This is an optimization exercise on Yosys and OpenROAD, whose aim is small area, a short achievable clock period and few clock cycles per item, not a production implementation.

== rev 12 ==
// fxcore
module fxcore (
    input  wire        clk,
    input  wire        rst,
    input  wire        req,
    input  wire        we,
    input  wire [4:0]  addr,
    input  wire [31:0] wdata,
    output reg  [31:0] rdata,
    output wire        ack
);
    localparam [5:0] OP_FROMINT = 6'h01, OP_FADD   = 6'h02, OP_FSUB   = 6'h03,
                     OP_FMUL    = 6'h04, OP_FDIV   = 6'h05, OP_FROUND = 6'h06,
                     OP_FFLOOR  = 6'h07, OP_FCEIL  = 6'h08, OP_FFRAC  = 6'h09,
                     OP_FCLAMP  = 6'h0A, OP_FLERP  = 6'h0B, OP_FCMP   = 6'h0C,
                     OP_FSQRT   = 6'h0D, OP_ISQRT  = 6'h0E,
                     OP_RINT    = 6'h18, OP_RRANGE = 6'h19, OP_RBOOL  = 6'h1A,
                     OP_RFIX    = 6'h1B,
                     OP_VADD2   = 6'h20, OP_VADD3  = 6'h21, OP_VSUB2  = 6'h22,
                     OP_VSUB3   = 6'h23, OP_VSCALE2 = 6'h24, OP_VSCALE3 = 6'h25,
                     OP_VDIVS2  = 6'h26, OP_VDIVS3 = 6'h27, OP_VNEG2  = 6'h28,
                     OP_VNEG3   = 6'h29, OP_VDOT2  = 6'h2A, OP_VDOT3  = 6'h2B,
                     OP_VCROSS3 = 6'h2C, OP_VEQ2   = 6'h2D, OP_VEQ3   = 6'h2E,
                     OP_VLENSQ2 = 6'h30, OP_VLENSQ3 = 6'h31, OP_VLEN2 = 6'h32,
                     OP_VLEN3   = 6'h33, OP_VNORM2 = 6'h34, OP_VNORM3 = 6'h35,
                     OP_VDIST2  = 6'h36, OP_VDIST3 = 6'h37;
    localparam [4:0] A_CMD = 5'd16, A_STATUS = 5'd17, A_ERRCMD = 5'd18, A_SEED = 5'd19;
    localparam        DSTG  = 2;                  
    localparam [3:0]  CW24  = 24 / (2 * DSTG) - 1;  
    localparam [3:0]  CW48  = 48 / (2 * DSTG) - 1;  
    localparam [31:0] RNG_A = 32'd1664525;
    localparam [31:0] RNG_C = 32'd1013904223;
    localparam [3:0] S_IDLE = 4'd0, S_ERR = 4'd1, S_EX = 4'd2, S_QSET = 4'd3,
                     S_DIV = 4'd4, S_DFIX = 4'd5, S_SQS = 4'd6, S_NFIX = 4'd7,
                     S_WB0 = 4'd8, S_WB1 = 4'd9, S_COPY = 4'd10;
    function [8:0] op_class;
  ...
==> module fxcore_div, before the edit <==
module fxcore_div (
    input  wire [31:0] r,
    input  wire [1:0]  b,
    input  wire [31:0] d,
    input  wire [33:0] d3,
    output wire [31:0] r_nx,
    output wire [1:0]  q
);
    wire [33:0] sh = {r, b};
    wire [33:0] t1, t2, t3;
    wire        c1, c2, c3;      
    fxcore_bkadd #(34) a1 (.a(sh), .b(~{2'b0, d}),       .cin(1'b1), .s(t1), .co(c1));
    fxcore_bkadd #(34) a2 (.a(sh), .b(~{1'b0, d, 1'b0}), .cin(1'b1), .s(t2), .co(c2));
    fxcore_bkadd #(34) a3 (.a(sh), .b(~d3),              .cin(1'b1), .s(t3), .co(c3));
    assign q    = c3 ? 2'd3 : c2 ? 2'd2 : c1 ? 2'd1 : 2'd0;
    assign r_nx = c3 ? t3[31:0] : c2 ? t2[31:0] : c1 ? t1[31:0] : sh[31:0];
endmodule
==> module fxcore_bkadd, before the edit <==
module fxcore_bkadd #(parameter W = 35) (input [W-1:0] a, input [W-1:0] b, input cin,
                                  output [W-1:0] s, output co);
    localparam L = $clog2(W);
    wire [W:0] g0, p0;
    assign g0 = {a & b, cin};
    assign p0 = {a ^ b, 1'b0};
    localparam N = W + 1;
    wire [(2*L+1)*N-1:0] G, P;
    assign G[N-1:0] = g0; assign P[N-1:0] = p0;
    genvar l, i;
    generate
        for (l = 0; l < L; l = l + 1) begin : up
            for (i = 0; i <= W; i = i + 1) begin : b
                if (((i + 1) % (2 << l)) == 0) begin : c
                    assign G[(l+1)*N+(i)] = G[(l)*N+(i)] | (P[(l)*N+(i)] & G[(l)*N+(i - (1 << l))]);
                    assign P[(l+1)*N+(i)] = P[(l)*N+(i)] & P[(l)*N+(i - (1 << l))];
                end else begin : n
                    assign G[(l+1)*N+(i)] = G[(l)*N+(i)];
                    assign P[(l+1)*N+(i)] = P[(l)*N+(i)];
                end
            end
        end
        for (l = L - 1; l >= 1; l = l - 1) begin : dn
            for (i = 0; i <= W; i = i + 1) begin : b
                if (((i + 1) % (1 << l)) == ((1 << l) >> 1) && i >= (1 << l)) begin : c
                    assign G[(2*L-l)*N+(i)] = G[(2*L-l-1)*N+(i)] | (P[(2*L-l-1)*N+(i)] & G[(2*L-l-1)*N+(i - ((1 << l) >> 1))]);
                    assign P[(2*L-l)*N+(i)] = P[(2*L-l-1)*N+(i)] & P[(2*L-l-1)*N+(i - ((1 << l) >> 1))];
                end else begin : n
                    assign G[(2*L-l)*N+(i)] = G[(2*L-l-1)*N+(i)];
                    assign P[(2*L-l)*N+(i)] = P[(2*L-l-1)*N+(i)];
                end
            end
        end
    endgenerate
    wire [W:0] c = G[(2*L-1)*N +: N];
    assign s  = p0[W:1] ^ c[W-1:0];
    assign co = c[W];
endmodule
Settings: LEC_CHECK=0, CAP_MARGIN=20, CORE_MARGIN=2, CORE_UTILIZATION=40, SETUP_SLACK_MARGIN=5, SLEW_MARGIN=20; clock period 14.0 ns.
run.sh (not shown) runs the stock make flow with config.mk's settings and CLKGATE_MAP_FILE= SYNTH_SCRIPT=/design/flow/synth_recipe.tcl, a recipe that flattens the netlist after the stock synthesis.
Edits applied to the flow inputs when going from rev 12 to rev 13:
--- a/flow/design.v
+++ b/flow/design.v
@@ -7,51 +7,11 @@
     output wire [1:0]  q
 );
     wire [33:0] sh = {r, b};
-    wire [33:0] t1, t2, t3;
-    wire        c1, c2, c3;      
-    fxcore_bkadd #(34) a1 (.a(sh), .b(~{2'b0, d}),       .cin(1'b1), .s(t1), .co(c1));
-    fxcore_bkadd #(34) a2 (.a(sh), .b(~{1'b0, d, 1'b0}), .cin(1'b1), .s(t2), .co(c2));
-    fxcore_bkadd #(34) a3 (.a(sh), .b(~d3),              .cin(1'b1), .s(t3), .co(c3));
-    assign q    = c3 ? 2'd3 : c2 ? 2'd2 : c1 ? 2'd1 : 2'd0;
-    assign r_nx = c3 ? t3[31:0] : c2 ? t2[31:0] : c1 ? t1[31:0] : sh[31:0];
-endmodule
-module fxcore_bkadd #(parameter W = 35) (input [W-1:0] a, input [W-1:0] b, input cin,
-                                  output [W-1:0] s, output co);
-    localparam L = $clog2(W);
-    wire [W:0] g0, p0;
-    assign g0 = {a & b, cin};
-    assign p0 = {a ^ b, 1'b0};
-    localparam N = W + 1;
-    wire [(2*L+1)*N-1:0] G, P;
-    assign G[N-1:0] = g0; assign P[N-1:0] = p0;
-    genvar l, i;
-    generate
-        for (l = 0; l < L; l = l + 1) begin : up
-            for (i = 0; i <= W; i = i + 1) begin : b
-                if (((i + 1) % (2 << l)) == 0) begin : c
-                    assign G[(l+1)*N+(i)] = G[(l)*N+(i)] | (P[(l)*N+(i)] & G[(l)*N+(i - (1 << l))]);
-                    assign P[(l+1)*N+(i)] = P[(l)*N+(i)] & P[(l)*N+(i - (1 << l))];
-                end else begin : n
-                    assign G[(l+1)*N+(i)] = G[(l)*N+(i)];
-                    assign P[(l+1)*N+(i)] = P[(l)*N+(i)];
-                end
-            end
-        end
-        for (l = L - 1; l >= 1; l = l - 1) begin : dn
-            for (i = 0; i <= W; i = i + 1) begin : b
-                if (((i + 1) % (1 << l)) == ((1 << l) >> 1) && i >= (1 << l)) begin : c
-                    assign G[(2*L-l)*N+(i)] = G[(2*L-l-1)*N+(i)] | (P[(2*L-l-1)*N+(i)] & G[(2*L-l-1)*N+(i - ((1 << l) >> 1))]);
-                    assign P[(2*L-l)*N+(i)] = P[(2*L-l-1)*N+(i)] & P[(2*L-l-1)*N+(i - ((1 << l) >> 1))];
-                end else begin : n
-                    assign G[(2*L-l)*N+(i)] = G[(2*L-l-1)*N+(i)];
-                    assign P[(2*L-l)*N+(i)] = P[(2*L-l-1)*N+(i)];
-                end
-            end
-        end
-    endgenerate
-    wire [W:0] c = G[(2*L-1)*N +: N];
-    assign s  = p0[W:1] ^ c[W-1:0];
-    assign co = c[W];
+    wire [34:0] t1 = {1'b0, sh} - {3'b0, d};
+    wire [34:0] t2 = {1'b0, sh} - {2'b0, d, 1'b0};
+    wire [34:0] t3 = {1'b0, sh} - {1'b0, d3};
+    assign q    = !t3[34] ? 2'd3 : !t2[34] ? 2'd2 : !t1[34] ? 2'd1 : 2'd0;
+    assign r_nx = !t3[34] ? t3[31:0] : !t2[34] ? t2[31:0] : !t1[34] ? t1[31:0] : sh[31:0];
 endmodule
 module fxcore (
     input  wire        clk,
Results
Rev 13 vs rev 12 on wire length of the first global-routing pass: rev 13 is the higher one.
The final layout from rev 13, which completed every stage, passed the timing, design-rule and antenna checks at the end of the flow.
Relative to rev 12, the final cell area reported for rev 13 is lower.
Against rev 12, post-detailed-placement cell area in rev 13 rose by a few percent.
| number of logic inverters in the finished layout | rev 13 vs rev 12 | 3.8% higher |
Going from rev 12 to rev 13, post-synthesis to final-layout area growth shrinks by 2.8 points.
No run of this note included a check of the RTL's function; only the layout flow was run.

afterwards: timing with drivers on the ports:
How much do the figures lean on ideal ports? The routed layouts below were timed once more, with nothing changed but the port constraints. Step 1 (the two cells are an assumption about what drives the block):
set clk [get_ports {clk}]
set_driving_cell -lib_cell sky130_fd_sc_hd__clkbuf_16 $clk
set_driving_cell -lib_cell sky130_fd_sc_hd__buf_2 [delete_from_list [all_inputs] $clk]
Step 2 adds t to the input delays and takes it off the output delays; t is the mean of the earliest and latest rising clock arrival at the registers after step 1. Input paths then give back, and output paths get back, about the clock's delay inside the block. Slacks: ideal / step 1 / step 2; pairs: ideal / step 1.
| run | t, ns | setup WS [ns] | worst setup path at the end |
|---|---|---|---|
| rev 12 | 0.930 | 4.143 / 4.143 / 4.078 | input to register |
| rev 13 | 0.901 | 3.468 / 3.468 / 3.468 | register to register |
After both steps every run listed still meets setup and hold. For rev 12, which loses most, drivers alone change the setup slack by 0.000 ns; drivers and shift together by -0.065 ns.
